From an optimization exercise on the open Yosys and OpenROAD flow, aimed at small area, a short achievable clock period and few clock cycles per item; shortcuts taken in it are not production practice.
Only simulation tests tie the RTL to the original design; equivalence was not proved.

==> flow/design.v, too long to show whole: its modules and the start of the top module <==
// module htv_sq: 1022 lines
// module htv_sqrnd: 18 lines
// module htv_fadd: 19 lines
// module htv_fnorm: 24 lines
// module htv_amdem: 165 lines
module htv_amdem (
    input  wire        clk,
    input  wire        rst,
    input  wire        in_valid,
    output wire        in_ready,
    input  wire [31:0] in_i,
    input  wire [31:0] in_q,
    output wire        out_valid,
    input  wire        out_ready,
    output reg  [31:0] out_mag
);
  // ...
==> flow/flow/run.sh <==
#!/bin/bash
# Standard layout (the standard.sh: standard synthesis and ORFS flow),
# with the timing repair asked to leave a setup margin, so that it works on
# paths well inside the 20 ns clock period.  The SDC is the standard flow's, unchanged.
set -euo pipefail
bash standard.sh SETUP_SLACK_MARGIN=12.5 finish > standard_flow.log 2>&1
==> flow/standard.sh <==
#!/bin/bash
# synth_recipe.tcl (not shown) runs the flow's synth.tcl, then flattens the netlist and writes it again
# the make line also repeats each setting of config.mk as NAME=value (left out here)
make -C /OpenROAD-flow-scripts/flow DESIGN_CONFIG=/design/flow/config.mk WORK_HOME=/design/flow/orfs CLKGATE_MAP_FILE= SYNTH_SCRIPT=/design/flow/synth_recipe.tcl "${@:-finish}"
==> flow/config.mk <==
export PLATFORM = sky130hd
export DESIGN_NAME = htv_amdem
export DESIGN_NICKNAME = htv_amdem
export VERILOG_FILES = /design/flow/design.v
export SDC_FILE = /design/flow/constraint.sdc
export NUM_CORES = 4
export LEC_CHECK = 0
export ABC_CLOCK_PERIOD_IN_PS = 4500
export CAP_MARGIN = 20
export CORE_MARGIN = 2
export CORE_UTILIZATION = 55
export SLEW_MARGIN = 20
==> flow/constraint.sdc <==
create_clock -name core_clock -period 20.0 [get_ports {clk}]
set_input_delay 4.0000 -clock core_clock [delete_from_list [all_inputs] [get_ports {clk}]]
set_output_delay 4.0000 -clock core_clock [all_outputs]
set_load 0.01 [all_outputs]
==> reports/results.ini, run 1 <==
[critical_path]
endpoint_kind=flop
rr_endpoint=g_step[24].g_reg.rr[11]
path_class=flop to flop

[route]
ant_nets=0
firstDrtPassIters=6
drc=0
met2RoutedLength_um=80030
highest_layer=met5
wl_per_cell_um=20.41

[place]
dp_hpwl_um=119800

[finish]
post-route-util_pct=65.32
inverters_excl_clock=745
design_area_sq_mm=0.07091
multi_input_area_sq_mm=0.04052
largest_class=multi-input combinational cells

[synth]
ys_seq_elements=612
ys_async_sr_fraction_pct=0
synth-edff-count=598
synth_top_family_by_area=adder cells
synth-simple-area-share_pct=14.95

[cts]
clkSlewWorstSetupHoldPaths_ns=0.06
clockBufferDepth=3

[timing]
slew_headroom_pct=26.67
worst-slew-pin-transition_ns=1.091
period_share_pct=43.05

[global_routing]
grt_start_max_net_pins=183
grtUsageMet2_pct=49.11

[hold_path]
min_to=g_step[9].g_reg.xr[1]

[die]
die_w_um=334.6
taps=1414
core_area_sq_mm=0.1086

[run_status]
run_status=no timing/DRC/antenna violations

Testbench counts, summed over its fixed seeds: cycles 3,304, samples 3,200.
==> module htv_amdem, before the edit <==
module htv_amdem (
    input  wire        clk,
    input  wire        rst,
    input  wire        in_valid,
    output wire        in_ready,
    input  wire [31:0] in_i,
    input  wire [31:0] in_q,
    output wire        out_valid,
    input  wire        out_ready,
    output reg  [31:0] out_mag
);
    localparam [25:0] CUT  = 26'b01_0010_0100_1001_0010_0100_1001;
    localparam        CUTS = 1'b1;
    reg  [1:0]  cnt;             
    reg  [31:0] skid;
    wire        adv = !cnt[1];   
    assign in_ready  = adv;
    assign out_valid = (cnt != 2'd0);
    reg         v0;
    reg  [30:0] xi, xq;
    always @(posedge clk) begin
        if (rst) v0 <= 1'b0;
        else if (adv) v0 <= in_valid;
        if (adv) begin
            xi <= in_i[30:0];
            xq <= in_q[30:0];
        end
    end
    wire        sw = (xq[30:23] > xi[30:23]);
    wire [30:0] xa = sw ? xq : xi;      
    wire [30:0] xb = sw ? xi : xq;
    wire [7:0]  dx = xa[30:23] - xb[30:23];
    wire [47:0] sxa, sya, sxb, syb;
    htv_sq u_sqa (.f(xa[22:0]), .x(sxa), .y(sya));
    htv_sq u_sqb (.f(xb[22:0]), .x(sxb), .y(syb));
    wire [47:0] pa_w = sxa + sya;
    wire [47:0] pb_w = sxb + syb;
    wire        a_nan = (xa[30:23] == 8'hFF) && (xa[22:0] != 23'd0);
    wire        b_nan = (xb[30:23] == 8'hFF) && (xb[22:0] != 23'd0);
    reg         v1;
    reg  [7:0]  ea1, eb1;
    reg  [3:0]  dh1;
    reg         far1, nan1, inf1, sa1, sb1;
    reg  [25:0] pa1, pb1;
    always @(posedge clk) begin
        if (rst) v1 <= 1'b0;
        else if (adv) v1 <= v0;
        if (adv) begin
            ea1  <= xa[30:23];
            eb1  <= xb[30:23];
            dh1  <= dx[3:0];
            far1 <= (dx > 8'd13);
            nan1 <= a_nan | b_nan;
            inf1 <= (xa[30:23] == 8'hFF);    
            sa1  <= (xa[10:0] != 11'd0);     
            sb1  <= (xb[10:0] != 11'd0);
            pa1  <= pa_w[47:22];
            pb1  <= pb_w[47:22];
        end
    end
    wire [24:0] ahi, amsk, bhi, bmsk;
    wire        arup, brup;
    htv_sqrnd u_ra (.ex(ea1), .p(pa1), .st21(sa1), .hi(ahi), .msk(amsk), .rup(arup));
    htv_sqrnd u_rb (.ex(eb1), .p(pb1), .st21(sb1), .hi(bhi), .msk(bmsk), .rup(brup));
    wire [28:0] s_w;
    htv_fadd u_add (.ahi(ahi), .amsk(amsk), .arup(arup), .bhi(bhi), .bmsk(bmsk), .brup(brup),
                    .dh(dh1), .far(far1), .s(s_w));
    wire        inf2_w = inf1 | (ea1 > 8'd190);
    wire        v2;
    wire [28:0] s2;
    wire [7:0]  ea2;
    wire        nan2, inf2;
    generate
        if (CUTS) begin : g_cs
            reg vr; reg [28:0] sr; reg [7:0] er; reg nr, ir;
            always @(posedge clk) begin
                if (rst) vr <= 1'b0;
                else if (adv) vr <= v1;
                if (adv) begin
                    sr <= s_w; er <= ea1; nr <= nan1; ir <= inf2_w;
                end
            end
            assign v2 = vr; assign s2 = sr; assign ea2 = er; assign nan2 = nr; assign inf2 = ir;
        end else begin : g_ns
            assign v2 = v1; assign s2 = s_w; assign ea2 = ea1; assign nan2 = nan1; assign inf2 = inf2_w;
        end
    endgenerate
    wire [24:0] m0;
    wire        up0, zero0;
    htv_fnorm u_nrm (.s(s2), .m2(m0), .up(up0), .zero(zero0));
    wire        big0 = inf2 | (ea2 == 8'd190 && up0);
    wire [7:0]  x0 = (nan2 | big0) ? 8'hFF : (zero0 ? 8'h00 : ea2 + {7'd0, up0});
    wire [24:0] q  [0:25];    
    wire [26:0] r  [0:25];    
    wire [24:0] m  [0:25];    
    wire [7:0]  xe [0:25];
    wire        xn [0:25];
    wire        vv [0:25];
    genvar j;
    generate
        if (CUT[0]) begin : g_c0
            reg [24:0] mr; reg [7:0] xr; reg nr; reg vr;
            always @(posedge clk) begin
                if (rst) vr <= 1'b0;
                else if (adv) vr <= v2;
                if (adv) begin
                    mr <= m0; xr <= x0; nr <= nan2;
                end
            end
            assign m[0] = mr; assign xe[0] = xr; assign xn[0] = nr; assign vv[0] = vr;
        end else begin : g_n0
            assign m[0] = m0; assign xe[0] = x0; assign xn[0] = nan2; assign vv[0] = v2;
        end
        assign q[0] = 25'd0; assign r[0] = 27'd0;
        for (j = 1; j <= 25; j = j + 1) begin : g_step
            wire [j+1:0] t = {r[j-1][j-1:0], m[j-1][24:23]};
            wire         fit;
            wire [j:0]   rn;
            if (j == 1) begin : g_s1
                assign fit = 1'b1;
                assign rn  = t[1:0] - 2'd1;
            end else begin : g_sn
                wire [j:0]   s = {q[j-1][j-2:0], 2'b01};
                wire [j+2:0] d = {1'b0, t} - {2'b00, s};
                assign fit = !d[j+2];
                assign rn  = fit ? d[j:0] : t[j:0];
            end
            wire [24:0]  qn;
            if (j == 1) begin : g_q1
                assign qn = 25'd1;
            end else begin : g_qn
                assign qn = {{(25-j){1'b0}}, q[j-1][j-2:0], fit};
            end
            wire [26:0]  rw = (j == 25) ? 27'd0 : {{(26-j){1'b0}}, rn};
            wire [24:0]  mw = {m[j-1][22:0], 2'b00};
            if (CUT[j]) begin : g_reg
                reg [24:0] qr; reg [26:0] rr; reg [24:0] mr; reg [7:0] xr; reg nr; reg vr;
                always @(posedge clk) begin
                    if (rst) vr <= 1'b0;
                    else if (adv) vr <= vv[j-1];
                    if (adv) begin
                        qr <= qn; rr <= rw; mr <= mw; xr <= xe[j-1]; nr <= xn[j-1];
                    end
                end
                assign q[j] = qr; assign r[j] = rr; assign m[j] = mr;
                assign xe[j] = xr; assign xn[j] = nr; assign vv[j] = vr;
            end else begin : g_wire
                assign q[j] = qn; assign r[j] = rw; assign m[j] = mw;
                assign xe[j] = xe[j-1]; assign xn[j] = xn[j-1]; assign vv[j] = vv[j-1];
            end
        end
    endgenerate
    wire [7:0]  xf = xe[25];
    wire [30:0] pk = {xf - 8'd1, 23'd0} + {7'd0, q[25][24:1]} + {30'd0, q[25][0]};
    wire [31:0] res = (xf == 8'hFF) ? (xn[25] ? 32'h7FC00000 : 32'h7F800000) :
                      (xf == 8'h00) ? 32'h00000000 : {1'b0, pk};
    wire        push = adv & vv[25];
    wire        take = out_ready & out_valid;
    always @(posedge clk) begin
        if (rst) cnt <= 2'd0;
        else cnt <= cnt + {1'b0, push} - {1'b0, take};
        if (cnt == 2'd1) skid <= res;
        if (cnt == 2'd0 || out_ready) out_mag <= cnt[1] ? skid : res;
    end
endmodule
==> inputs of run 2 (changes only) <==
--- a/flow/design.v
+++ b/flow/design.v
@@ -1092,13 +1092,14 @@
     input  wire        out_ready,
     output reg  [31:0] out_mag
 );
-    localparam [25:0] CUT  = 26'b01_0010_0100_1001_0010_0100_1001;
+    localparam [25:0] CUT  = 26'h1AAAA90;
     localparam        CUTS = 1'b1;
-    reg  [1:0]  cnt;             
+    localparam        SQSPLIT = 1'b0;
+    reg         ne, full;        
     reg  [31:0] skid;
-    wire        adv = !cnt[1];   
+    wire        adv = !full;     
     assign in_ready  = adv;
-    assign out_valid = (cnt != 2'd0);
+    assign out_valid = ne;
     reg         v0;
     reg  [30:0] xi, xq;
     always @(posedge clk) begin
@@ -1109,38 +1110,64 @@
             xq <= in_q[30:0];
         end
     end
-    wire        sw = (xq[30:23] > xi[30:23]);
-    wire [30:0] xa = sw ? xq : xi;      
-    wire [30:0] xb = sw ? xi : xq;
-    wire [7:0]  dx = xa[30:23] - xb[30:23];
-    wire [47:0] sxa, sya, sxb, syb;
-    htv_sq u_sqa (.f(xa[22:0]), .x(sxa), .y(sya));
-    htv_sq u_sqb (.f(xb[22:0]), .x(sxb), .y(syb));
-    wire [47:0] pa_w = sxa + sya;
-    wire [47:0] pb_w = sxb + syb;
-    wire        a_nan = (xa[30:23] == 8'hFF) && (xa[22:0] != 23'd0);
-    wire        b_nan = (xb[30:23] == 8'hFF) && (xb[22:0] != 23'd0);
+    wire [7:0]  ei = xi[30:23], eq = xq[30:23];
+    wire        sw = (eq > ei);             
+    wire [7:0]  dx = sw ? eq - ei : ei - eq;
+    wire [47:0] sxi, syi, sxq, syq;
+    htv_sq u_sqi (.f(xi[22:0]), .x(sxi), .y(syi));
+    htv_sq u_sqq (.f(xq[22:0]), .x(sxq), .y(syq));
+    wire        i_nan = (ei == 8'hFF) && (xi[22:0] != 23'd0);
+    wire        q_nan = (eq == 8'hFF) && (xq[22:0] != 23'd0);
     reg         v1;
-    reg  [7:0]  ea1, eb1;
+    reg  [7:0]  ei1, eq1;
     reg  [3:0]  dh1;
-    reg         far1, nan1, inf1, sa1, sb1;
-    reg  [25:0] pa1, pb1;
+    reg         sw1, far1, nan1, inf1, si1, sq1;
+    wire [25:0] pi1, pq1;
     always @(posedge clk) begin
         if (rst) v1 <= 1'b0;
         else if (adv) v1 <= v0;
         if (adv) begin
-            ea1  <= xa[30:23];
-            eb1  <= xb[30:23];
+            ei1  <= ei;
+            eq1  <= eq;
+            sw1  <= sw;
             dh1  <= dx[3:0];
             far1 <= (dx > 8'd13);
-            nan1 <= a_nan | b_nan;
-            inf1 <= (xa[30:23] == 8'hFF);    
-            sa1  <= (xa[10:0] != 11'd0);     
-            sb1  <= (xb[10:0] != 11'd0);
-            pa1  <= pa_w[47:22];
-            pb1  <= pb_w[47:22];
+            nan1 <= i_nan | q_nan;
+            inf1 <= (ei == 8'hFF) | (eq == 8'hFF);   
+            si1  <= (xi[10:0] != 11'd0);     
+            sq1  <= (xq[10:0] != 11'd0);
         end
     end
+    generate
+        if (SQSPLIT) begin : g_sqs
+            wire [22:0] li = {1'b0, sxi[21:0]} + {1'b0, syi[21:0]};
+            wire [22:0] lq = {1'b0, sxq[21:0]} + {1'b0, syq[21:0]};
+            reg  [25:0] xir, yir, xqr, yqr;
+            reg         cir, cqr;
+            always @(posedge clk) if (adv) begin
+                xir <= sxi[47:22]; yir <= syi[47:22]; cir <= li[22];
+                xqr <= sxq[47:22]; yqr <= syq[47:22]; cqr <= lq[22];
+            end
+            assign pi1 = xir + yir + {25'd0, cir};
+            assign pq1 = xqr + yqr + {25'd0, cqr};
+        end else begin : g_sqn
+            wire [47:0] pi_w = sxi + syi;
+            wire [47:0] pq_w = sxq + syq;
+            reg  [25:0] pir, pqr;
+            always @(posedge clk) if (adv) begin
+                pir <= pi_w[47:22];
+                pqr <= pq_w[47:22];
+            end
+            assign pi1 = pir;
+            assign pq1 = pqr;
+        end
+    endgenerate
+    wire [7:0]  ea1 = sw1 ? eq1 : ei1;
+    wire [7:0]  eb1 = sw1 ? ei1 : eq1;
+    wire [25:0] pa1 = sw1 ? pq1 : pi1;
+    wire [25:0] pb1 = sw1 ? pi1 : pq1;
+    wire        sa1 = sw1 ? sq1 : si1;
+    wire        sb1 = sw1 ? si1 : sq1;
     wire [24:0] ahi, amsk, bhi, bmsk;
     wire        arup, brup;
     htv_sqrnd u_ra (.ex(ea1), .p(pa1), .st21(sa1), .hi(ahi), .msk(amsk), .rup(arup));
@@ -1238,11 +1265,15 @@
     wire [31:0] res = (xf == 8'hFF) ? (xn[25] ? 32'h7FC00000 : 32'h7F800000) :
                       (xf == 8'h00) ? 32'h00000000 : {1'b0, pk};
     wire        push = adv & vv[25];
-    wire        take = out_ready & out_valid;
     always @(posedge clk) begin
-        if (rst) cnt <= 2'd0;
-        else cnt <= cnt + {1'b0, push} - {1'b0, take};
-        if (cnt == 2'd1) skid <= res;
-        if (cnt == 2'd0 || out_ready) out_mag <= cnt[1] ? skid : res;
+        if (rst) begin
+            ne   <= 1'b0;
+            full <= 1'b0;
+        end else begin
+            ne   <= push | full | (ne & !out_ready);
+            full <= !out_ready & (full | (ne & push));
+        end
+        if (ne & !full) skid <= res;
+        if (!ne || out_ready) out_mag <= full ? skid : res;
     end
 endmodule
==> flow/flow/run.sh (replaced) <==
#!/bin/bash
# Standard layout (the standard.sh: standard synthesis and ORFS flow),
# with the timing repair asked to leave a setup margin, so that it works on
# paths well inside the 20 ns clock period.  The SDC is the standard flow's, unchanged.
set -euo pipefail
bash standard.sh SETUP_SLACK_MARGIN=14 finish > standard_flow.log 2>&1
--- a/flow/config.mk
+++ b/flow/config.mk
@@ -5,7 +5,7 @@
 export SDC_FILE = /design/flow/constraint.sdc
 export NUM_CORES = 4
 export LEC_CHECK = 0
-export ABC_CLOCK_PERIOD_IN_PS = 4500
+export ABC_AREA = 1
 export CAP_MARGIN = 20
 export CORE_MARGIN = 2
 export CORE_UTILIZATION = 55
==> run 2 against run 1 <==
Net effect:
- register-to-register slack gained 2.8 ns
- non-clock buffer count decreased by 323
- synthesized area rose by 7.5%
- worst setup slack improved by 2.8 ns
- wire length decreased by 3.3%
- critical path depth is 12 lower
- maximum frequency increased by 47%
- critical path type unchanged
- largest cell class unchanged
- highest routed layer unchanged
==> reports/results.ini, run 2 <==
[run_status]
run_status=no timing/DRC/antenna violations  ; unchanged

[synth]
synth_area_sq_mm=0.06461  ; was 0.06010 sq mm
ys_async_sr_fraction_pct=0  ; unchanged
ys_seq_elements=714  ; was 612
syn_inst=7913  ; was 6425
synth.distinct_cells=71  ; was 108
yosysTopAreaCell=edfxtp_1  ; unchanged
syn_area_per_cell_sq_um=8.165  ; was 9.354 sq um
synth_ff_type=edfxtp_1  ; unchanged
synth.area.top_cells=edfxtp_1, fa_1, nand2_1, ha_1, inv_1  ; was edfxtp_1, fa_1, ha_1, nand2_1, inv_1
synth-seq-area-share_pct=32.94  ; was 30.35%
synthTopCellsByCount=nand2_1, inv_1, edfxtp_1  ; was nand2_1, inv_1, edfxtp_1, nor2_1, ha_1
synth_warnings=2  ; unchanged
synth_most_common_cell=nand2_1  ; unchanged
synth_top_area_share_pct=32.44  ; was 29.88%
synth-edff-count=698  ; was 598

[route]
drt_iter0_drc=4043  ; was 3919
drc=0  ; unchanged
finalWirelength_um=164200  ; was 169800 um
wl_per_cell_um=17.10  ; was 20.41 um
viasPerCell=5.438  ; was 5.919
firstDrtPassIters=7  ; was 6
vias=52220  ; was 49.23k
ant_nets=0  ; unchanged

[cts]
cts_tree=yes  ; unchanged
clkSlewWorstSetupHoldPaths_ns=0.06  ; about the same
insertion_delay_ns=0.72  ; was 0.66 ns
cts-root-buf=clkbuf_16  ; unchanged
h-tree-depth=3  ; unchanged
cts-buffers-inserted=86  ; was 73
clock_sinks=714  ; was 612
clockBufferDepth=3  ; unchanged

[place]
dp_hpwl_um=123400  ; was 119800 um
place_area_sq_mm=0.06705  ; was 0.06275 sq mm
gp_congestion=0.9431  ; was 0.9133
io_buffers=98  ; unchanged

[finish]
nNetsFinal=8962  ; was 7802
drive_gt1_share_pct=5.780  ; was 17.23%
areaGrowthSynthToFinish_pct=10.16  ; was 17.99%
final_common_cell=nand2_1  ; unchanged
design_area_sq_mm=0.07117  ; was 0.07091 sq mm
largest_reg_flops=168  ; was 112
final_cell_mix=nand2_1, inv_1, edfxtp_1, a21oi_1, o21ai_0  ; was nand2_1, inv_1, edfxtp_1, nor2_1, ha_1
n_antenna_cell=0  ; was 1
regMostFlops=g_step.g_reg.rr  ; unchanged
top_regs=g_step.g_reg.rr x168, g_step.g_reg.qr x152, g_step.g_reg.xr x88  ; was g_step.g_reg.rr x112, g_step.g_reg.qr x100, g_step.g_reg.xr x64

[critical_path]
r2r-start=sw1  ; was g_step[21].g_reg.rr[0]
ff2ff_setup_slack_ns=14.15  ; was 11.39 ns
path_class=flop to flop  ; unchanged
endpoint_kind=flop  ; unchanged
arrival_ns=6.32  ; was 9.01 ns
worstPathMaxFanout=14  ; was 12
rr_worst_depth=25  ; was 37
required_ns=20.47  ; was 20.40 ns
rr_endpoint=g_cs.sr[18]  ; was g_step[24].g_reg.rr[11]
worstSetupStartpointType=flop  ; unchanged

[global_routing]
gr-total-overflow=0  ; unchanged
grt_pass1_vias=50590  ; was 47.89k
grt_start_max_net_pins=115  ; was 183
antenna_found_initial=1  ; was 5
grt_pass1_wl_um=262000  ; was 261900 um
grt_use_total_pct=27.05  ; was 29.56%

[timing]
setup_viol=0  ; unchanged
worst-slew-pin-transition_ns=1.210  ; was 1.091 ns
tns_ns=0  ; unchanged
fin_crit_ns=5.852  ; was 8.610 ns
rsz0062_at_grt=yes  ; unchanged
hold_violations=0  ; unchanged
drv_slew=0  ; unchanged
period_share_pct=29.26  ; was 43.05%
slew_headroom_pct=18.51  ; was 26.67%
fin_skew_ns=0.05515  ; was 0.03775 ns
max_freq_mhz=170.9  ; was 116.1 MHz

[die]
io_pins=102  ; unchanged
start_util_pct=55.52  ; was 55.36%
dieArea_sq_mm=0.1202  ; was 0.1119 sq mm
die_w_um=346.7  ; was 334.6 um
rows=125  ; was 121
core_area_sq_mm=0.1164  ; was 0.1086 sq mm
die_h_um=346.7  ; was 334.6 um

[hold_path]
hold_path_class=flop to flop  ; unchanged
min_from=g_step[9].g_reg.mr[19]  ; was g_step[6].g_reg.xr[1]
whs_path_depth=0  ; unchanged
min_to=g_step[11].g_reg.mr[23]  ; was g_step[9].g_reg.xr[1]

[run]
drv_cap=0  ; unchanged

[run 2: changes by cell type after synthesis, moves of 106 or more]
cell and delta:
inv_1 +562, mux2_2 -134, nor2_1 -181, xnor2_1 -106
a21o_1 -116, o21ai_0 +234, nand3_1 +212, mux2i_1 -114
nand2_1 +1356
[run 2: worst max-delay path by stage]
stage / to / startpoint
after global placement: g_step[19].g_reg.rr[3] / g_step[17].g_reg.qr[0]
after floorplan: in_ready / full
after global routing: g_step[21].g_reg.rr[6] / g_step[19].g_reg.qr[0]
final: g_cs.sr[18] / sw1
after detailed placement: g_step[19].g_reg.rr[3] / g_step[17].g_reg.qr[0]
after CTS: in_ready / full
[run 2: critical path, cell delays in order, from the launching register on]
cell and delay, ns:
edfxtp_1 0.47, buf_12 0.20, buf_4 0.18, o21ai_0 0.91, inv_1 0.18, o21ai_1 0.18
a21oi_1 0.05, o21ai_1 0.12, nand2_1 0.08, nand2_1 0.09, inv_1 0.07, nor2_4 0.29
nand2_4 0.22, o21ai_1 0.19, nand2_2 0.17, o211ai_2 0.18, nand4_1 0.13, a21oi_1 0.26
ha_1 0.34, a21oi_1 0.24, inv_1 0.09, a31oi_1 0.26, a21boi_0 0.26, o21ai_2 0.14
a21o_1 0.19, xor2_1 0.14
[run 2: final cells by class]
| type | instances | area [sq um] |
|---|---|---|
| fillers | 10400 | 45190 |
| multi-input cells | 5663 | 37810 |
| flip-flops and latches | 714 | 21280 |
| inverters | 1308 | 5015 |
| clock buffers | 97 | 2215 |
| repair buffers | 229 | 2115 |
| well taps | 1524 | 1907 |
| clock inverters | 63 | 788.3 |
| repair inverters | 5 | 35.03 |
[run 2: through the flow]
stage	worst slack (ns)	cells	hold slack, ns	util [%]
6_report	14.15	9603	0.4013	61.16
5_1_grt	13.93	9603	0.4186	61.16
4_1_cts	14.01	9559	0.4037	60.47
3_5_place_dp	12.44	9378	0.4045	57.63
2_1_floorplan	13.92	7914	0.4003	-
3_3_place_gp	12.69	9378	0.4005	57.63
[run 2: metal layers]
layer	wire, um	track usage (%)	up-vias
met2	76440	44.38	1385
met5	13	0	-
met4	6566	10.77	2
met3	8854	3.911	313
li1	-	-	25910
met1	72330	36.20	24610
[run 2: kinds of logic (layout without fill, tap and decap cells)]
kind of cell             Yosys count  after routing  synth area share, %
AND/OR/NAND/NOR                 3149           3152                20.08
buffers and inverters           1540           1702                9.228
AO/OA/AOI/OAI                   1279           1279                10.93
adder cells (fa/ha/maj)          887            887                22.15
flip-flops                       714            714                32.94
XOR/XNOR                         336            336                4.567
multiplexers                       6              6              0.09296
other                              2              3              0.01162
[run 2: repair_timing]
action	in CTS	in global routing
gates resized for setup	48	107
cloned	6	4
setup buffers	15	40
setup endpoints to repair	123	142
pin swaps	1	28
hold buffers	0	0
Testbench counts of run 2, summed over its fixed seeds: cycles 3,320, samples 3,200.
==> inputs of run 3 (changes only) <==
--- a/flow/design.v
+++ b/flow/design.v
@@ -1092,7 +1092,7 @@
     input  wire        out_ready,
     output reg  [31:0] out_mag
 );
-    localparam [25:0] CUT  = 26'h1AAAA90;
+    localparam [25:0] CUT  = 26'h1554920;
     localparam        CUTS = 1'b1;
     localparam        SQSPLIT = 1'b0;
     reg         ne, full;        
==> flow/flow/run.sh (replaced) <==
#!/bin/bash
# Standard layout (the standard.sh: standard synthesis and ORFS flow),
# with the timing repair asked to leave a setup margin, so that it works on
# paths well inside the 20 ns clock period.  The SDC is the standard flow's, unchanged.
set -euo pipefail
bash standard.sh SETUP_SLACK_MARGIN=13.5 finish > standard_flow.log 2>&1
==> run 3 against run 2 <==
Net effect:
- critical path depth grew 2
- die area shrank 4.0%
- flip-flop and latch count shrank 81
- via count shrank 2.0%
- synthesized cell count shrank 1.5%
- critical endpoint is now g_sqn.pqr[25]
- still clean on timing, DRC and antenna
- register-to-register slack lost 0.24 ns
- critical path type unchanged
- worst setup slack lost 0.24 ns
- final cell count shrank 1.9%
==> reports/results.ini, run 3 <==
[finish]
fillers=10210  ; was 10.40k
drive_gt1_share_pct=5.742  ; was 5.780%
multi_input_area_sq_mm=0.03754  ; was 0.03781 sq mm
areaGrowthSynthToFinish_pct=9.263  ; was 10.16%
top_regs=g_step.g_reg.rr x141, g_step.g_reg.qr x129, g_step.g_reg.xr x72  ; was g_step.g_reg.rr x168, g_step.g_reg.qr x152, g_step.g_reg.xr x88
final_cell_mix=nand2_1, inv_1, edfxtp_1, ha_1, fa_1  ; was nand2_1, inv_1, edfxtp_1, a21oi_1, o21ai_0
nNetsFinal=8813  ; was 8962
seq_area_sq_mm=0.01887  ; was 0.02128 sq mm
largest_reg_flops=141  ; was 168
post-route-util_pct=60.39  ; was 61.16%
final_common_cell=nand2_1  ; unchanged
n_antenna_cell=0  ; unchanged
regMostFlops=g_step.g_reg.rr  ; unchanged

[cts]
cts-root-buf=clkbuf_16  ; unchanged
clockBufferDepth=3  ; unchanged
clock_sinks=633  ; was 714
h-tree-depth=3  ; unchanged
clkSlewWorstSetupHoldPaths_ns=0.06  ; about the same
cts-buffers-inserted=77  ; was 86
insertion_delay_ns=0.68  ; was 0.72 ns
cts_tree=yes  ; unchanged

[timing]
period_share_pct=30.47  ; was 29.26%
max_freq_mhz=164.1  ; was 170.9 MHz
worst-slew-pin-transition_ns=1.122  ; was 1.210 ns
slew_headroom_pct=25.23  ; was 18.51%
drv_slew=0  ; unchanged
fin_crit_ns=6.093  ; was 5.852 ns
fin_skew_ns=0.05502  ; was 0.05515 ns
setup_viol=0  ; unchanged
hold_violations=0  ; unchanged
rsz0062_at_grt=no  ; was yes
tns_ns=0  ; unchanged
setup_ws_ns=13.91  ; was 14.15 ns

[hold_path]
hold_path_class=flop to flop  ; unchanged
min_from=g_step[22].g_reg.xr[3]  ; was g_step[9].g_reg.mr[19]
min_to=g_step[24].g_reg.xr[3]  ; was g_step[11].g_reg.mr[23]
whs_path_depth=0  ; unchanged

[synth]
ys_async_sr_fraction_pct=0  ; unchanged
syn_area_per_cell_sq_um=7.954  ; was 8.165 sq um
synth-seq-area-share_pct=30.43  ; was 32.94%
synth_area_sq_mm=0.06201  ; was 0.06461 sq mm
syn_inst=7796  ; was 7913
synth.distinct_cells=72  ; was 71
ys_seq_elements=633  ; was 714
synth.area.top_cells=edfxtp_1, fa_1, nand2_1, ha_1, inv_1  ; unchanged
synth_ff_type=edfxtp_1  ; unchanged
synth-edff-count=619  ; was 698
synth_most_common_cell=nand2_1  ; unchanged
synth_warnings=2  ; unchanged
synthTopCellsByCount=nand2_1, inv_1, edfxtp_1  ; unchanged
yosysTopAreaCell=edfxtp_1  ; unchanged
synth_top_area_share_pct=29.98  ; was 32.44%

[critical_path]
worstSetupStartpointType=flop  ; unchanged
worstPathMaxFanout=24  ; was 14
endpoint_kind=flop  ; unchanged
rr_endpoint=g_sqn.pqr[25]  ; was g_cs.sr[18]
rr_worst_depth=27  ; was 25
critical-path-max-stage-delay_ns=0.53  ; was 0.91 ns
r2r-start=xq[10]  ; was sw1
cp_top_family=adder cells  ; was compound AO/OA/AOI/OAI gates
crit_path_top_delay_cell=fa_1  ; was o21ai_0
ff2ff_setup_slack_ns=13.91  ; was 14.15 ns
path_class=flop to flop  ; unchanged
arrival_ns=6.50  ; was 6.32 ns
crit_buf_inv=5  ; unchanged
crit_path_start=xq[10]  ; was sw1
required_ns=20.41  ; was 20.47 ns

[route]
met3_length_um=7566  ; was 8854 um
highest_layer=met4  ; was met5
drt-met1-wl_um=67640  ; was 72330 um
vias=51170  ; was 52.22k
drc=0  ; unchanged
wl_per_cell_um=17.18  ; was 17.10 um
finalWirelength_um=161900  ; was 164200 um
met2RoutedLength_um=79520  ; was 76440 um
drt_iter0_drc=3365  ; was 4043
viasPerCell=5.429  ; was 5.438
ant_nets=0  ; unchanged
firstDrtPassIters=6  ; was 7

[place]
io_buffers=98  ; unchanged
pre_cts_ws_ns=11.89  ; was 12.44 ns
dp_hpwl_um=124000  ; was 123400 um
gp_congestion=0.9565  ; was 0.9431

[global_routing]
gr-total-overflow=0  ; unchanged
grt_use_total_pct=27.94  ; was 27.05%
antenna_found_initial=0  ; was 1
grt_pass1_wl_um=259600  ; was 262000 um
grt_start_max_net_pins=183  ; was 115
grt_pass1_vias=50160  ; was 50.59k

[die]
die_w_um=339.8  ; was 346.7 um
start_util_pct=55.27  ; was 55.52%
core_area_sq_mm=0.1122  ; was 0.1164 sq mm
dieArea_sq_mm=0.1154  ; was 0.1202 sq mm
die_h_um=339.8  ; was 346.7 um
rows=123  ; was 125
io_pins=102  ; unchanged

[run]
drv_cap=0  ; unchanged

[run_status]
run_status=no timing/DRC/antenna violations  ; unchanged

run 3: cell count changes after synthesis, sizes merged, moves of 8 or more:
cell | previous run | this run
nor3 | 74 | 58
nand2 | 2149 | 2238
nand4 | 70 | 60
a21oi | 492 | 426
xnor2 | 132 | 103
nand3 | 348 | 368
a31oi | 51 | 35
o21bai | 25 | 34
o21a | 27 | 35
inv | 1300 | 1291
edfxtp | 698 | 619
o21ai | 545 | 507
run 3: cell families after synthesis:
group / share of synthesized area, %
other cells: 0.01211
mux: 0.1291
simple gates: 21.71
fa+ha+maj: 23.03
buf+inv: 9.546
flops: 30.43
compound gates: 10.78
xor+xnor: 4.364
run 3: through the flow:
step | hold WS [ns] | instances | area [sq um]
2_1_floorplan | 0.4003 | 7797 | 62030
3_3_place_gp | 0.4004 | 9225 | 64320
3_5_place_dp | 0.4045 | 9225 | 64320
4_1_cts | 0.3972 | 9383 | 67170
5_1_grt | 0.4041 | 9424 | 67750
6_report | 0.3923 | 9424 | 67750
run 3: timing repair:
action | 4_1_cts | 5_1_grt
buffers inserted | 11 | 39
hold buffers | 0 | 0
cloned | 4 | 2
resized for setup | 32 | 76
endpoints found under the setup margin | 121 | 158
pin swaps | 1 | 15
run 3: cell type report:
class                           count  area share (%)
Multi-Input combinational cell   5637           55.41
Sequential cell                   633           27.85
Inverter                         1296           7.259
Clock buffer                       92           3.034
Timing Repair Buffer              211           2.783
Tap cell                         1500           2.770
Clock inverter                     51          0.8550
Timing Repair inverter              4         0.04063
run 3: worst max path at each step:
stage | to | slack (ns) | cells past startpoint
6_report | g_sqn.pqr[25] | 13.91 | 27
5_1_grt | g_step[14].g_reg.rr[11] | 13.50 | 42
4_1_cts | g_step[14].g_reg.rr[13] | 13.50 | 42
3_5_place_dp | g_step[14].g_reg.rr[11] | 11.89 | 39
3_3_place_gp | g_step[14].g_reg.rr[10] | 12.05 | 39
2_1_floorplan | g_step[14].g_reg.rr[7] | 13.98 | 45
run 3: per-layer routing:
| metal | track usage [%] | up-vias |
|---|---|---|
| met3 | 2.957 | 338 |
| met2 | 48.95 | 1284 |
| met5 | 0 | - |
| li1 | - | 25320 |
| met4 | 11.40 | 0 |
| met1 | 35.31 | 24220 |
Testbench counts of run 3, summed over its fixed seeds: cycles 3,304, samples 3,200.
==> inputs of run 4 (changes only) <==
--- a/flow/design.v
+++ b/flow/design.v
@@ -1092,14 +1092,15 @@
     input  wire        out_ready,
     output reg  [31:0] out_mag
 );
-    localparam [25:0] CUT  = 26'h1554920;
+    localparam [25:0] CUT  = 26'h1AAAA90;
     localparam        CUTS = 1'b1;
     localparam        SQSPLIT = 1'b0;
     reg         ne, full;        
+    reg         rdy, ovl;        
     reg  [31:0] skid;
     wire        adv = !full;     
-    assign in_ready  = adv;
-    assign out_valid = ne;
+    assign in_ready  = rdy;
+    assign out_valid = ovl;
     reg         v0;
     reg  [30:0] xi, xq;
     always @(posedge clk) begin
@@ -1269,9 +1270,13 @@
         if (rst) begin
             ne   <= 1'b0;
             full <= 1'b0;
+            ovl  <= 1'b0;
+            rdy  <= 1'b1;
         end else begin
             ne   <= push | full | (ne & !out_ready);
             full <= !out_ready & (full | (ne & push));
+            ovl  <= push | full | (ne & !out_ready);
+            rdy  <= !(!out_ready & (full | (ne & push)));
         end
         if (ne & !full) skid <= res;
         if (!ne || out_ready) out_mag <= full ? skid : res;
==> flow/flow/run.sh (replaced) <==
#!/bin/bash
# Standard layout (the standard.sh: standard synthesis and ORFS flow),
# with the timing repair asked to leave a setup margin, so that it works on
# paths well inside the 20 ns clock period.  The SDC is the standard flow's, unchanged.
set -euo pipefail
bash standard.sh SETUP_SLACK_MARGIN=15 finish > standard_flow.log 2>&1
==> run 4 against run 3 <==
Net effect:
- cell area increased by 20%
- global-route usage increased by 2.3 points
- highest routed layer is now met5
- sequential share of layout area decreased by 1.7 points
- critical path type unchanged
- register-to-register slack improved by 0.70 ns
- maximum frequency increased by 13%
- final cell count increased by 7.5%
- still clean
- wire length increased by 21%
- worst setup slack improved by 0.70 ns
==> reports/results.ini, run 4 <==
[run_status]
run_status=no timing/DRC/antenna violations  ; unchanged

[timing]
tns_ns=0  ; unchanged
drv_slew=0  ; unchanged
hold_violations=0  ; unchanged
fin_crit_ns=5.395  ; was 6.093 ns
max_freq_mhz=185.4  ; was 164.1 MHz
slew_headroom_pct=15.21  ; was 25.23%
period_share_pct=26.97  ; was 30.47%
worst-slew-pin-transition_ns=1.269  ; was 1.122 ns
fin_skew_ns=0.02264  ; was 0.05502 ns
setup_viol=0  ; unchanged
setup_ws_ns=14.61  ; was 13.91 ns
rsz0062_at_grt=yes  ; was no

[finish]
largest_reg_flops=168  ; was 141
top_regs=g_step.g_reg.rr x168, g_step.g_reg.qr x152, g_step.g_reg.xr x88  ; was g_step.g_reg.rr x141, g_step.g_reg.qr x129, g_step.g_reg.xr x72
final_common_cell=nand2_1  ; unchanged
fillers=9265  ; was 10.21k
final_cell_mix=nand2_1, inv_1, edfxtp_1, buf_4, fa_1  ; was nand2_1, inv_1, edfxtp_1, ha_1, fa_1
fin_cells=10130  ; was 9424
nNetsFinal=9495  ; was 8813
areaGrowthSynthToFinish_pct=25.49  ; was 9.263%
drive_gt1_share_pct=22.12  ; was 5.742%
regMostFlops=g_step.g_reg.rr  ; unchanged
post-route-util_pct=69.81  ; was 60.39%
n_antenna_cell=0  ; unchanged

[cts]
cts-buffers-inserted=85  ; was 77
clock_sinks=715  ; was 633
insertion_delay_ns=0.70  ; was 0.68 ns
cts-root-buf=clkbuf_16  ; unchanged
clockBufferDepth=3  ; unchanged
cts_tree=yes  ; unchanged
cts.hold.buffers_added=0  ; unchanged
h-tree-depth=3  ; unchanged
clkSlewWorstSetupHoldPaths_ns=0.06  ; about the same

[critical_path]
endpoint_kind=flop  ; unchanged
arrival_ns=5.83  ; was 6.50 ns
worstPathMaxFanout=13  ; was 24
rr_worst_depth=27  ; unchanged
worstSetupEndpoint=g_cs.sr[27]  ; was g_sqn.pqr[25]
ff2ff_setup_slack_ns=14.61  ; was 13.91 ns
path_class=flop to flop  ; unchanged
rr_endpoint=g_cs.sr[27]  ; was g_sqn.pqr[25]
required_ns=20.43  ; was 20.41 ns
crit_path_start=sw1  ; was xq[10]
r2r-start=sw1  ; was xq[10]
worstSetupStartpointType=flop  ; unchanged

[route]
finalWirelength_um=195700  ; was 161900 um
drc=0  ; unchanged
vias=57140  ; was 51.17k
viasPerCell=5.641  ; was 5.429
ant_nets=0  ; unchanged
drt_iter0_drc=4686  ; was 3365
firstDrtPassIters=6  ; unchanged
wl_per_cell_um=19.31  ; was 17.18 um

[global_routing]
grt_pass1_wl_um=290000  ; was 259600 um
grt_pass1_vias=53920  ; was 50.16k
gr-total-overflow=0  ; unchanged
grt_use_total_pct=30.27  ; was 27.94%
grt_start_max_net_pins=201  ; was 183
antenna_found_initial=1  ; was 0

[synth]
synth_ff_type=edfxtp_1  ; unchanged
synth-seq-area-share_pct=32.86  ; was 30.43%
syn_area_per_cell_sq_um=8.150  ; was 7.954 sq um
synth-edff-count=698  ; was 619
synth_top_area_share_pct=32.34  ; was 29.98%
synth_warnings=2  ; unchanged
synthTopCellsByCount=nand2_1, inv_1, edfxtp_1  ; unchanged
synth.area.top_cells=edfxtp_1, fa_1, nand2_1, ha_1, inv_1  ; unchanged
ys_async_sr_fraction_pct=0  ; unchanged
synth_most_common_cell=nand2_1  ; unchanged
syn_inst=7953  ; was 7796
ys_seq_elements=715  ; was 633
yosysTopAreaCell=edfxtp_1  ; unchanged
synth_area_sq_mm=0.06482  ; was 0.06201 sq mm
synth.distinct_cells=68  ; was 72

[die]
die_w_um=347.3  ; was 339.8 um
start_util_pct=55.63  ; was 55.27%
rows=125  ; was 123
die_h_um=347.3  ; was 339.8 um
io_pins=102  ; unchanged
core_area_sq_mm=0.1165  ; was 0.1122 sq mm
dieArea_sq_mm=0.1206  ; was 0.1154 sq mm

[run]
drv_cap=0  ; unchanged

[hold_path]
hold_path_class=flop to flop  ; unchanged

[place]
gp_congestion=0.9787  ; was 0.9565
dp_hpwl_um=128600  ; was 124000 um
pre_cts_ws_ns=12.23  ; was 11.89 ns
dp.cells=9404  ; was 9225
io_buffers=98  ; unchanged

## run 4: cell count changes after synthesis, moves of 39 or more
cell      previous run  this run
a21oi_1            422       475
edfxtp_1           619       698
inv_1             1256      1301
nand2_1           2197      2095
nand3_1            358       319
o21ai_0            410       476
## run 4: layer usage
layer  vias to the layer above  global-route usage, %  wire, um
met5                         -                      0        52
li1                      27080                      -         -
met4                         2                  12.69      9714
met1                     27320                  40.84     80850
met2                      2202                  48.95     91350
met3                       532                  4.488     13680
## run 4: how the worst min path moves through the flow
stage | start | to | slack (ns) | depth (start not counted)
6_report | g_step[4].g_reg.nr | g_step[7].g_reg.nr | 0.41 | 0
5_1_grt | g_step[4].g_reg.xr[2] | g_step[7].g_reg.xr[2] | 0.40 | 0
4_1_cts | g_step[4].g_reg.nr | g_step[7].g_reg.nr | 0.40 | 0
3_3_place_gp | g_step[19].g_reg.xr[0] | g_step[21].g_reg.xr[0] | 0.40 | 0
3_5_place_dp | g_step[9].g_reg.xr[1] | g_step[11].g_reg.xr[1] | 0.40 | 0
2_1_floorplan | nan1 | g_cs.nr | 0.40 | 0
## run 4: metrics by stage
step	hold WS [ns]	area (sq um)
after floorplan	0.4003	64920
after global placement	0.4012	67200
after detailed placement	0.4045	67200
after CTS	0.3997	75190
after global routing	0.3987	81340
final	0.4086	81340
## run 4: cell families after synthesis
kind of cell | share of synthesized area, %
multiplexers | 0.09266
buffers and inverters | 9.314
adder cells (fa/ha/maj) | 22.11
AND/OR/NAND/NOR | 20.15
other | 0.01159
AO/OA/AOI/OAI | 11.06
flip-flops | 32.86
XOR/XNOR | 4.392
## run 4: timing repair
item / CTS / global route
pin swaps: 215 / 459
hold endpoints to repair: 0 / 0
setup endpoints to repair: 238 / 263
setup buffers: 257 / 262
resized for setup: 804 / 996
cloned: 38 / 14
## run 4: layout make-up
| class | instances | area, sq um | share of cell area, % |
|---|---|---|---|
| clock inverter | 57 | 525.5 | 0.6460 |
| sequential | 715 | 21300 | 26.19 |
| tap | 1524 | 1907 | 2.344 |
| timing repair buffer | 698 | 6802 | 8.362 |
| inverter | 1333 | 5151 | 6.333 |
| clock buffer | 97 | 2193 | 2.696 |
| timing repair inverter | 11 | 103.9 | 0.1277 |
| multi-input combinational | 5695 | 43360 | 53.30 |
## run 4: worst max-delay path, stage by stage, from the launching register on
cell and delay (ns):
edfxtp_1 0.48, buf_12 0.20, buf_6 0.18, nand2_1 0.10, o21ai_4 0.14, inv_1 0.13, ha_1 0.36, nand2_4 0.14
inv_2 0.10, nor2_4 0.18, o21ai_0 0.11, o2111ai_1 0.28, nand3_1 0.17, nor3_4 0.19, buf_12 0.15, nand2_8 0.09
o21ai_0 0.66, ha_4 0.33, buf_4 0.15, buf_4 0.14, a31oi_4 0.15, o21ai_2 0.08, a31oi_1 0.19, nand2_2 0.12
nand2_2 0.11, nand2_1 0.06, nand2_1 0.05, nand2_1 0.06
Testbench counts of run 4, summed over its fixed seeds: cycles 3,320, samples 3,200.
==> inputs of run 5 (changes only) <==
==> flow/flow/run.sh (replaced) <==
#!/bin/bash
# Standard layout (the standard.sh: standard synthesis and ORFS flow),
# with the timing repair asked to leave a setup margin, so that it works on
# paths well inside the 20 ns clock period.  The SDC is the standard flow's, unchanged.
set -euo pipefail
bash standard.sh SETUP_SLACK_MARGIN=14.5 finish > standard_flow.log 2>&1
--- a/flow/config.mk
+++ b/flow/config.mk
@@ -8,5 +8,5 @@
 export ABC_AREA = 1
 export CAP_MARGIN = 20
 export CORE_MARGIN = 2
-export CORE_UTILIZATION = 55
+export CORE_UTILIZATION = 65
 export SLEW_MARGIN = 20
==> run 5 against run 4 <==
Net effect:
- cell area down 10%
- register-to-register slack lost 0.04 ns
- worst hold slack got worse by 0.0091 ns
- synthesized area unchanged
- non-clock buffer count decreased by 382
- still clean on timing, DRC and antenna
- critical path depth decreased by 8
- die area is 15% lower
==> reports/results.ini, run 5 <==
[timing]
fin_crit_ns=5.432  ; was 5.395 ns
worst-slew-pin-transition_ns=1.258  ; was 1.269 ns
fin_skew_ns=0.04332  ; was 0.02264 ns
tns_ns=0  ; unchanged
hold_violations=0  ; unchanged
hold_ws_ns=0.3995  ; was 0.4086 ns
setup_viol=0  ; unchanged
max_freq_mhz=184.1  ; was 185.4 MHz
slew_headroom_pct=15.22  ; was 15.21%
period_share_pct=27.16  ; was 26.97%
setup_ws_ns=14.57  ; was 14.61 ns
rsz0062_at_grt=yes  ; unchanged
drv_slew=0  ; unchanged

[global_routing]
grt_pass1_vias=52230  ; was 53.92k
gr-total-overflow=0  ; unchanged
grt_use_total_pct=32.17  ; was 30.27%
antenna_found_initial=1  ; unchanged
grt_start_max_net_pins=182  ; was 201
grt_pass1_wl_um=264500  ; was 290000 um

[cts]
insertion_delay_ns=0.67  ; was 0.70 ns
cts-buffers-inserted=80  ; was 85
h-tree-depth=3  ; unchanged
clkSlewWorstSetupHoldPaths_ns=0.06  ; about the same
cts_tree=yes  ; unchanged
clock_sinks=715  ; unchanged
clockBufferDepth=3  ; unchanged
cts.hold.buffers_added=0  ; unchanged
cts-root-buf=clkbuf_16  ; unchanged

[die]
start_util_pct=65.76  ; was 55.63%
core_area_sq_mm=0.09856  ; was 0.1165 sq mm
rows=115  ; was 125
die_h_um=319.8  ; was 347.3 um
io_pins=102  ; unchanged
die_w_um=319.8  ; was 347.3 um
dieArea_sq_mm=0.1023  ; was 0.1206 sq mm

[finish]
nNetsFinal=9096  ; was 9495
fin_cells=9488  ; was 10.13k
drive_gt1_share_pct=9.852  ; was 22.12%
final_common_cell=nand2_1  ; unchanged
n_antenna_cell=0  ; unchanged
final_cell_mix=nand2_1, inv_1, edfxtp_1, a21oi_1, o21ai_0  ; was nand2_1, inv_1, edfxtp_1, buf_4, fa_1
areaGrowthSynthToFinish_pct=12.89  ; was 25.49%
top_regs=g_step.g_reg.rr x168, g_step.g_reg.qr x152, g_step.g_reg.xr x88  ; unchanged
regMostFlops=g_step.g_reg.rr  ; unchanged
largest_reg_flops=168  ; unchanged

[place]
gp_congestion=0.9641  ; was 0.9787
io_buffers=98  ; unchanged
pre_cts_ws_ns=12.31  ; was 12.23 ns
dp.cells=9170  ; was 9404
dp_hpwl_um=123000  ; was 128600 um

[route]
ant_nets=0  ; unchanged
drc=0  ; unchanged
met3_length_um=10830  ; was 13680 um
viasPerCell=5.740  ; was 5.641
drt_iter0_drc=4366  ; was 4686
vias=54460  ; was 57.14k
drt-met1-wl_um=69100  ; was 80850 um
highest_layer=met5  ; unchanged
met2RoutedLength_um=82450  ; was 91350 um
finalWirelength_um=170600  ; was 195700 um
firstDrtPassIters=6  ; unchanged
wl_per_cell_um=17.98  ; was 19.31 um

[hold_path]
hold_path_class=flop to flop  ; unchanged
whs_path_depth=0  ; unchanged
min_to=g_step[9].g_reg.xr[1]  ; was g_step[7].g_reg.nr
min_from=g_step[7].g_reg.xr[1]  ; was g_step[4].g_reg.nr

[synth]
synth_most_common_cell=nand2_1  ; unchanged
synth_warnings=2  ; unchanged
synth.area.top_cells=edfxtp_1, fa_1, nand2_1, ha_1, inv_1  ; unchanged
synth.distinct_cells=68  ; unchanged
syn_inst=7953  ; unchanged
syn_area_per_cell_sq_um=8.150  ; unchanged
synth-edff-count=698  ; unchanged
synth-seq-area-share_pct=32.86  ; unchanged
yosysTopAreaCell=edfxtp_1  ; unchanged
ys_async_sr_fraction_pct=0  ; unchanged
ys_seq_elements=715  ; unchanged
synth_area_sq_mm=0.06482  ; unchanged
synthTopCellsByCount=nand2_1, inv_1, edfxtp_1  ; unchanged
synth_ff_type=edfxtp_1  ; unchanged
synth_top_area_share_pct=32.34  ; unchanged

[critical_path]
endpoint_kind=flop  ; unchanged
rr_worst_depth=19  ; was 27
ff2ff_setup_slack_ns=14.57  ; was 14.61 ns
rr_endpoint=g_sqn.pir[23]  ; was g_cs.sr[27]
required_ns=20.37  ; was 20.43 ns
arrival_ns=5.80  ; was 5.83 ns
path_class=flop to flop  ; unchanged
r2r-start=xi[12]  ; was sw1
worstPathMaxFanout=8  ; was 13
worstSetupStartpointType=flop  ; unchanged

[run]
drv_cap=0  ; unchanged

[run_status]
run_status=no timing/DRC/antenna violations  ; unchanged

-- run 5: cell counts after synthesis --
No cell type changed its count.
-- run 5: per-layer routing --
metal / track usage [%] / vias to the layer above
met2: 55.19 / 2034
met1: 41.55 / 25730
met4: 13.57 / 2
met3: 3.603 / 460
li1: - / 26230
met5: 0 / -
-- run 5: repair_timing --
action,4_1_cts,5_1_grt
resized for setup,169,391
hold endpoints to repair,0,0
buffers inserted,43,103
pin swaps,21,107
gates cloned,12,17
setup endpoints to repair,202,169
-- run 5: kinds of logic after synthesis --
family | after synthesis | synth area share, %
adders and majority gates | 888 | 22.11
xor gates and xnor gates | 325 | 4.392
AOI/OAI and AO/OA | 1297 | 11.06
and+or+nand+nor | 3156 | 20.15
buffers and inverters | 1564 | 9.314
other | 2 | 0.01159
DFF | 715 | 32.86
muxes | 6 | 0.09266
-- run 5: how the worst max path moves through the flow --
stage                       from            end  slack (ns)  cells past startpoint
after CTS                    sw1    g_cs.sr[26]       14.49                     35
after global placement       sw1    g_cs.sr[26]       12.48                     31
final                     xi[12]  g_sqn.pir[23]       14.57                     19
after floorplan           xi[18]  g_sqn.pir[24]       14.63                     23
after global routing      xi[12]  g_sqn.pir[23]       14.39                     19
after detailed placement     sw1    g_cs.sr[26]       12.31                     31
-- run 5: layout make-up --
class / instances / area [sq um]
Timing Repair inverter: 4 / 25.02
Multi-Input combinational cell: 5690 / 39380
Clock buffer: 93 / 2082
Sequential cell: 715 / 21300
Clock inverter: 50 / 614.3
Inverter: 1333 / 5087
Timing Repair Buffer: 316 / 3075
Fill cell: 7332 / 25390
Tap cell: 1287 / 1610
-- run 5: critical path, cell delays in order, from the launching register on --
cell and delay [ns]:
edfxtp_1 0.41, buf_12 0.12, buf_4 0.16, buf_4 0.20
nand2_1 0.09, fa_1 0.51, inv_1 0.06, fa_1 0.50
fa_1 0.43, fa_1 0.54, fa_1 0.47, ha_4 0.31
a21oi_2 0.19, o21ai_0 0.13, a21oi_1 0.17, o211ai_1 0.11
buf_4 0.17, a41oi_1 0.28, o21ai_1 0.11, xor2_1 0.20
-- run 5: metrics by stage --
stage               utilization (%)  area, sq um
floorplan                         -        64830
global placement              67.84        66870
detailed placement            67.87        66890
CTS                           71.55        70520
global route                  74.24        73170
finish                        74.24        73170
==> inputs of run 6 (changes only) <==
--- a/flow/config.mk
+++ b/flow/config.mk
@@ -8,5 +8,5 @@
 export ABC_AREA = 1
 export CAP_MARGIN = 20
 export CORE_MARGIN = 2
-export CORE_UTILIZATION = 65
+export CORE_UTILIZATION = 75
 export SLEW_MARGIN = 20
==> run 6 against run 5 <==
Net effect:
- the run now fails in global routing (5_1_grt)
- synthesized cell count stayed put
- synthesized area did not move
==> reports/results.ini, run 6 <==
[synth]
yosysTopAreaCell=edfxtp_1  ; unchanged
synth.distinct_cells=68  ; unchanged
synth_most_common_cell=nand2_1  ; unchanged
synth.area.top_cells=edfxtp_1, fa_1, nand2_1, ha_1, inv_1  ; unchanged
synth-seq-area-share_pct=32.86  ; unchanged
syn_inst=7953  ; unchanged
ys_async_sr_fraction_pct=0  ; unchanged
syn_area_per_cell_sq_um=8.150  ; unchanged
ys_seq_elements=715  ; unchanged
synth_ff_type=edfxtp_1  ; unchanged
synthTopCellsByCount=nand2_1, inv_1, edfxtp_1  ; unchanged
synth_area_sq_mm=0.06482  ; unchanged
synth_top_area_share_pct=32.34  ; unchanged
synth-edff-count=698  ; unchanged
synth_warnings=2  ; unchanged

[cts]
h-tree-depth=3  ; unchanged
clockBufferDepth=3  ; unchanged
cts-buffers-inserted=79  ; was 80
cts.hold.buffers_added=0  ; unchanged
cts-root-buf=clkbuf_16  ; unchanged
clock_sinks=715  ; unchanged

[timing]
grt-worst-endpoint=g_sqn.pir[22]$_DFFE_PN_/D
worst-ep-kind=register data pin

[place]
io_buffers=98  ; unchanged
gp_congestion=0.9745  ; was 0.9641
dp_hpwl_um=131200  ; was 123000 um

[run_status]
lastStage=global routing (5_1_grt)
run_status=aborted with a tool error  ; was no timing/DRC/antenna violations
error=[ERROR GRT-0232] Routing congestion too high. Check the congestion heatmap in the GUI.

[die]
die_h_um=298.0  ; was 319.8 um
die_w_um=298.0  ; was 319.8 um
rows=107  ; was 115
start_util_pct=75.89  ; was 65.76%
io_pins=102  ; unchanged

[global_routing]
gr-total-overflow=154
grt_use_total_pct=68.94
grt_start_max_net_pins=150
antenna_found_initial=39

[run 6: cell families after synthesis]
group	after synthesis	share of synthesized area [%]
simple gates	3156	20.15
xor+xnor	325	4.392
flops	715	32.86
compound gates	1297	11.06
fa+ha+maj	888	22.11
other cells	2	0.01159
mux	6	0.09266
buf+inv	1564	9.314
[run 6: worst max path at each step]
stage,endpoint,depth (start not counted)
2_1_floorplan,g_sqn.pir[24],23
4_1_cts,g_cs.sr[26],34
3_3_place_gp,g_cs.sr[26],32
3_5_place_dp,g_cs.sr[26],32
[run 6: routing by layer]
layer,GRT usage [%],GRT overflow
met5,29.76,0
met4,61.61,60
met3,50.89,14
met2,87.69,73
met1,71.08,7
[run 6: per-stage QoR]
stage               area, sq um  setup WS, ns  cells  util, %
floorplan                 64830         14.63   7954        -
global placement          66640         12.90   9021    78.02
detailed placement        66640         12.79   9021    78.02
CTS                       70720         14.49   9251    82.80
[run 6: timing repair]
action | CTS
setup buffers | 73
cloned | 15
resized for setup | 233
endpoints found under the setup margin | 214
pin swaps | 43
==> inputs of run 7 (changes only) <==
--- a/flow/config.mk
+++ b/flow/config.mk
@@ -8,5 +8,5 @@
 export ABC_AREA = 1
 export CAP_MARGIN = 20
 export CORE_MARGIN = 2
-export CORE_UTILIZATION = 75
+export CORE_UTILIZATION = 60
 export SLEW_MARGIN = 20
==> run 7 against run 6 <==
Net effect:
- now clean on timing, DRC and antenna
- synthesized cell count is the same
- synthesized area did not move
==> reports/results.ini, run 7 <==
[die]
start_util_pct=60.55  ; was 75.89%
rows=120  ; was 107
die_w_um=332.7  ; was 298.0 um
die_h_um=332.7  ; was 298.0 um
core_area_sq_mm=0.1071
dieArea_sq_mm=0.1107
io_pins=102  ; unchanged

[critical_path]
worstPathMaxFanout=4
worstSetupStartpointType=flop
arrival_ns=5.78
critical-path-max-stage-delay_ns=0.59
rr_worst_depth=20
crit_path_top_delay_cell=fa_2
cp_common_cell=inv_1
endpoint_kind=flop
worstPathCellList=buf_12, or2_2, fa_1, inv_1, fa_1, inv_1, fa_1, inv_1, fa_2, fa_2, ha_4, a21oi_1, inv_1, a31oi_2, o211ai_1, a21oi_2, o21ai_2, nand2_2, o311ai_4, xor2_1
required_ns=20.38
path_class=flop to flop

[timing]
period_share_pct=26.98
hold_violations=0
drv_slew=0
max_freq_mhz=185.3
worst-slew-pin-transition_ns=1.064
slew_headroom_pct=28.33
tns_ns=0
fin_skew_ns=0.04383
fin_crit_ns=5.397
rsz0062_at_grt=yes
setup_viol=0

[global_routing]
grt_pass1_vias=52880
antenna_found_initial=2
gr-total-overflow=0
grt_pass1_wl_um=281200
grt_start_max_net_pins=187
grt_use_total_pct=31.91

[route]
firstDrtPassIters=7
wl_per_cell_um=18.81
vias=55050
drt_iter0_drc=4559
viasPerCell=5.708
drc=0
finalWirelength_um=181400
ant_nets=0

[synth]
synth_top_area_share_pct=32.34  ; unchanged
synth_most_common_cell=nand2_1  ; unchanged
yosysTopAreaCell=edfxtp_1  ; unchanged
synthTopCellsByCount=nand2_1, inv_1, edfxtp_1  ; unchanged
ys_async_sr_fraction_pct=0  ; unchanged
synth_area_sq_mm=0.06482  ; unchanged
syn_area_per_cell_sq_um=8.150  ; unchanged
synth.distinct_cells=68  ; unchanged
synth.area.top_cells=edfxtp_1, fa_1, nand2_1, ha_1, inv_1  ; unchanged
ys_seq_elements=715  ; unchanged
synth-seq-area-share_pct=32.86  ; unchanged
synth_warnings=2  ; unchanged
synth_ff_type=edfxtp_1  ; unchanged
synth-edff-count=698  ; unchanged
syn_inst=7953  ; unchanged

[place]
gp_congestion=1.004  ; was 0.9745
dp_hpwl_um=132700  ; was 131200 um
io_buffers=98  ; unchanged

[cts]
clockBufferDepth=3  ; unchanged
clock_sinks=715  ; unchanged
clkSlewWorstSetupHoldPaths_ns=0.06
cts-root-buf=clkbuf_16  ; unchanged
cts_tree=yes
cts.hold.buffers_added=0  ; unchanged
cts-buffers-inserted=81  ; was 79
h-tree-depth=3  ; unchanged
insertion_delay_ns=0.68

[finish]
areaGrowthSynthToFinish_pct=13.53
largest_reg_flops=168
nNetsFinal=9132
n_antenna_cell=0
drive_gt1_share_pct=10.19
regMostFlops=g_step.g_reg.rr
final_cell_mix=nand2_1, inv_1, edfxtp_1, a21oi_1, ha_1
final_common_cell=nand2_1
fillers=8692
top_regs=g_step.g_reg.rr x168, g_step.g_reg.qr x152, g_step.g_reg.xr x88

[hold_path]
whs_path_depth=0
hold_path_class=flop to flop

[run]
drv_cap=0

[run_status]
run_status=no timing/DRC/antenna violations  ; was aborted with a tool error

## run 7: logic make-up (layout without fill, tap and decap cells)
kind of cell	after synthesis	in the layout	synth area share, %
flip-flops	715	715	32.86
XOR/XNOR	325	325	4.392
AND/OR/NAND/NOR	3156	3165	20.15
adder cells (fa/ha/maj)	888	888	22.11
AO/OA/AOI/OAI	1297	1297	11.06
multiplexers	6	6	0.09266
buffers and inverters	1564	1842	9.314
other	2	3	0.01159
## run 7: per-layer routing
layer,vias up,global-route usage [%],routed length (um)
li1,26280,-,-
met1,26190,42.60,74070
met2,2130,53.06,86010
met3,448,4.332,13600
met4,4,12.09,7726
met5,-,0,31
## run 7: final timing paths
| kind | startpoint | endpoint | slack (ns) |
|---|---|---|---|
| worst max-delay path | xi[12] | g_sqn.pir[22] | 14.60 |
| worst max register to register | xi[12] | g_sqn.pir[22] | 14.60 |
| worst min register to register | g_step[11].g_reg.xr[3] | g_step[13].g_reg.xr[3] | 0.40 |
| worst min-delay path | g_step[11].g_reg.xr[3] | g_step[13].g_reg.xr[3] | 0.40 |
## run 7: through the flow
step	hold slack (ns)	area, sq um	cells	util, %	setup slack [ns]
final	0.4033	73590	9644	68.74	14.60
after global routing	0.4068	73590	9644	68.74	14.34
after CTS	0.4038	71160	9526	66.47	14.50
after detailed placement	0.4045	66990	9282	62.57	12.42
after global placement	0.4008	66990	9282	62.57	12.64
after floorplan	0.4003	64830	7954	-	14.63
## run 7: critical path, delay by kind of cell, from the launching register on
kind                     cells  cell delay, ns
buffers and inverters        5            0.48
flip-flops                   1            0.45
XOR/XNOR                     1            0.18
adder cells (fa/ha/maj)      6            2.64
AND/OR/NAND/NOR              2            0.42
AO/OA/AOI/OAI                6            0.93
## run 7: layout make-up
class / instances / area (sq um) / share of cell area, %
Clock buffer: 96 / 2145 / 2.914
Tap cell: 1403 / 1755 / 2.385
Timing Repair Buffer: 353 / 3450 / 4.688
Inverter: 1333 / 5089 / 6.915
Sequential cell: 715 / 21300 / 28.94
Multi-Input combinational cell: 5684 / 39220 / 53.29
Clock inverter: 52 / 574.3 / 0.7804
Timing Repair inverter: 8 / 57.56 / 0.07821
## run 7: timing repair
item	in CTS	in global routing
pin swaps	25	99
setup buffers	83	102
cloned	13	16
endpoints found under the setup margin	205	188
gates resized for setup	218	350

## re-timing with driven ports
Ports are ideal in the flow. The routed layouts listed here were re-timed in OpenROAD. Step 1 sets driving cells, clkbuf_16 on the clock port and buf_2 on the other inputs (assumed; they add their load-dependent delay and slew). Step 2 adds t to the input delays and takes it off the output delays; t is the mean of the earliest and latest rising clock arrival at the registers after step 1. Input paths then give back, and output paths get back, about the clock's delay inside the block. Slacks: no drivers / after step 1 / after step 2; pairs: no drivers / after step 1.
run	t (ns)	setup slack, ns	hold WS [ns]	worst data-port slew with drivers (ns)	cell pins on the clock port's net
run 1	0.720	11.390 / 11.390 / 11.390	0.409 / 0.409 / 0.409	0.08	1
run 2	0.766	14.148 / 14.117 / 14.148	0.401 / 0.401 / 0.401	0.05	1
run 3	0.732	13.907 / 13.907 / 13.907	0.392 / 0.392 / 0.392	0.05	1
run 4	0.769	14.605 / 14.605 / 14.495	0.409 / 0.409 / 0.409	0.05	1
run 5	0.731	14.568 / 14.532 / 14.505	0.400 / 0.400 / 0.400	0.04	1
run 7	0.734	14.603 / 14.576 / 14.543	0.403 / 0.403 / 0.403	0.08	1
After both steps every run listed still meets setup and hold. For run 4, which loses most, drivers alone change the setup slack by 0.000 ns; drivers and shift together by -0.110 ns.
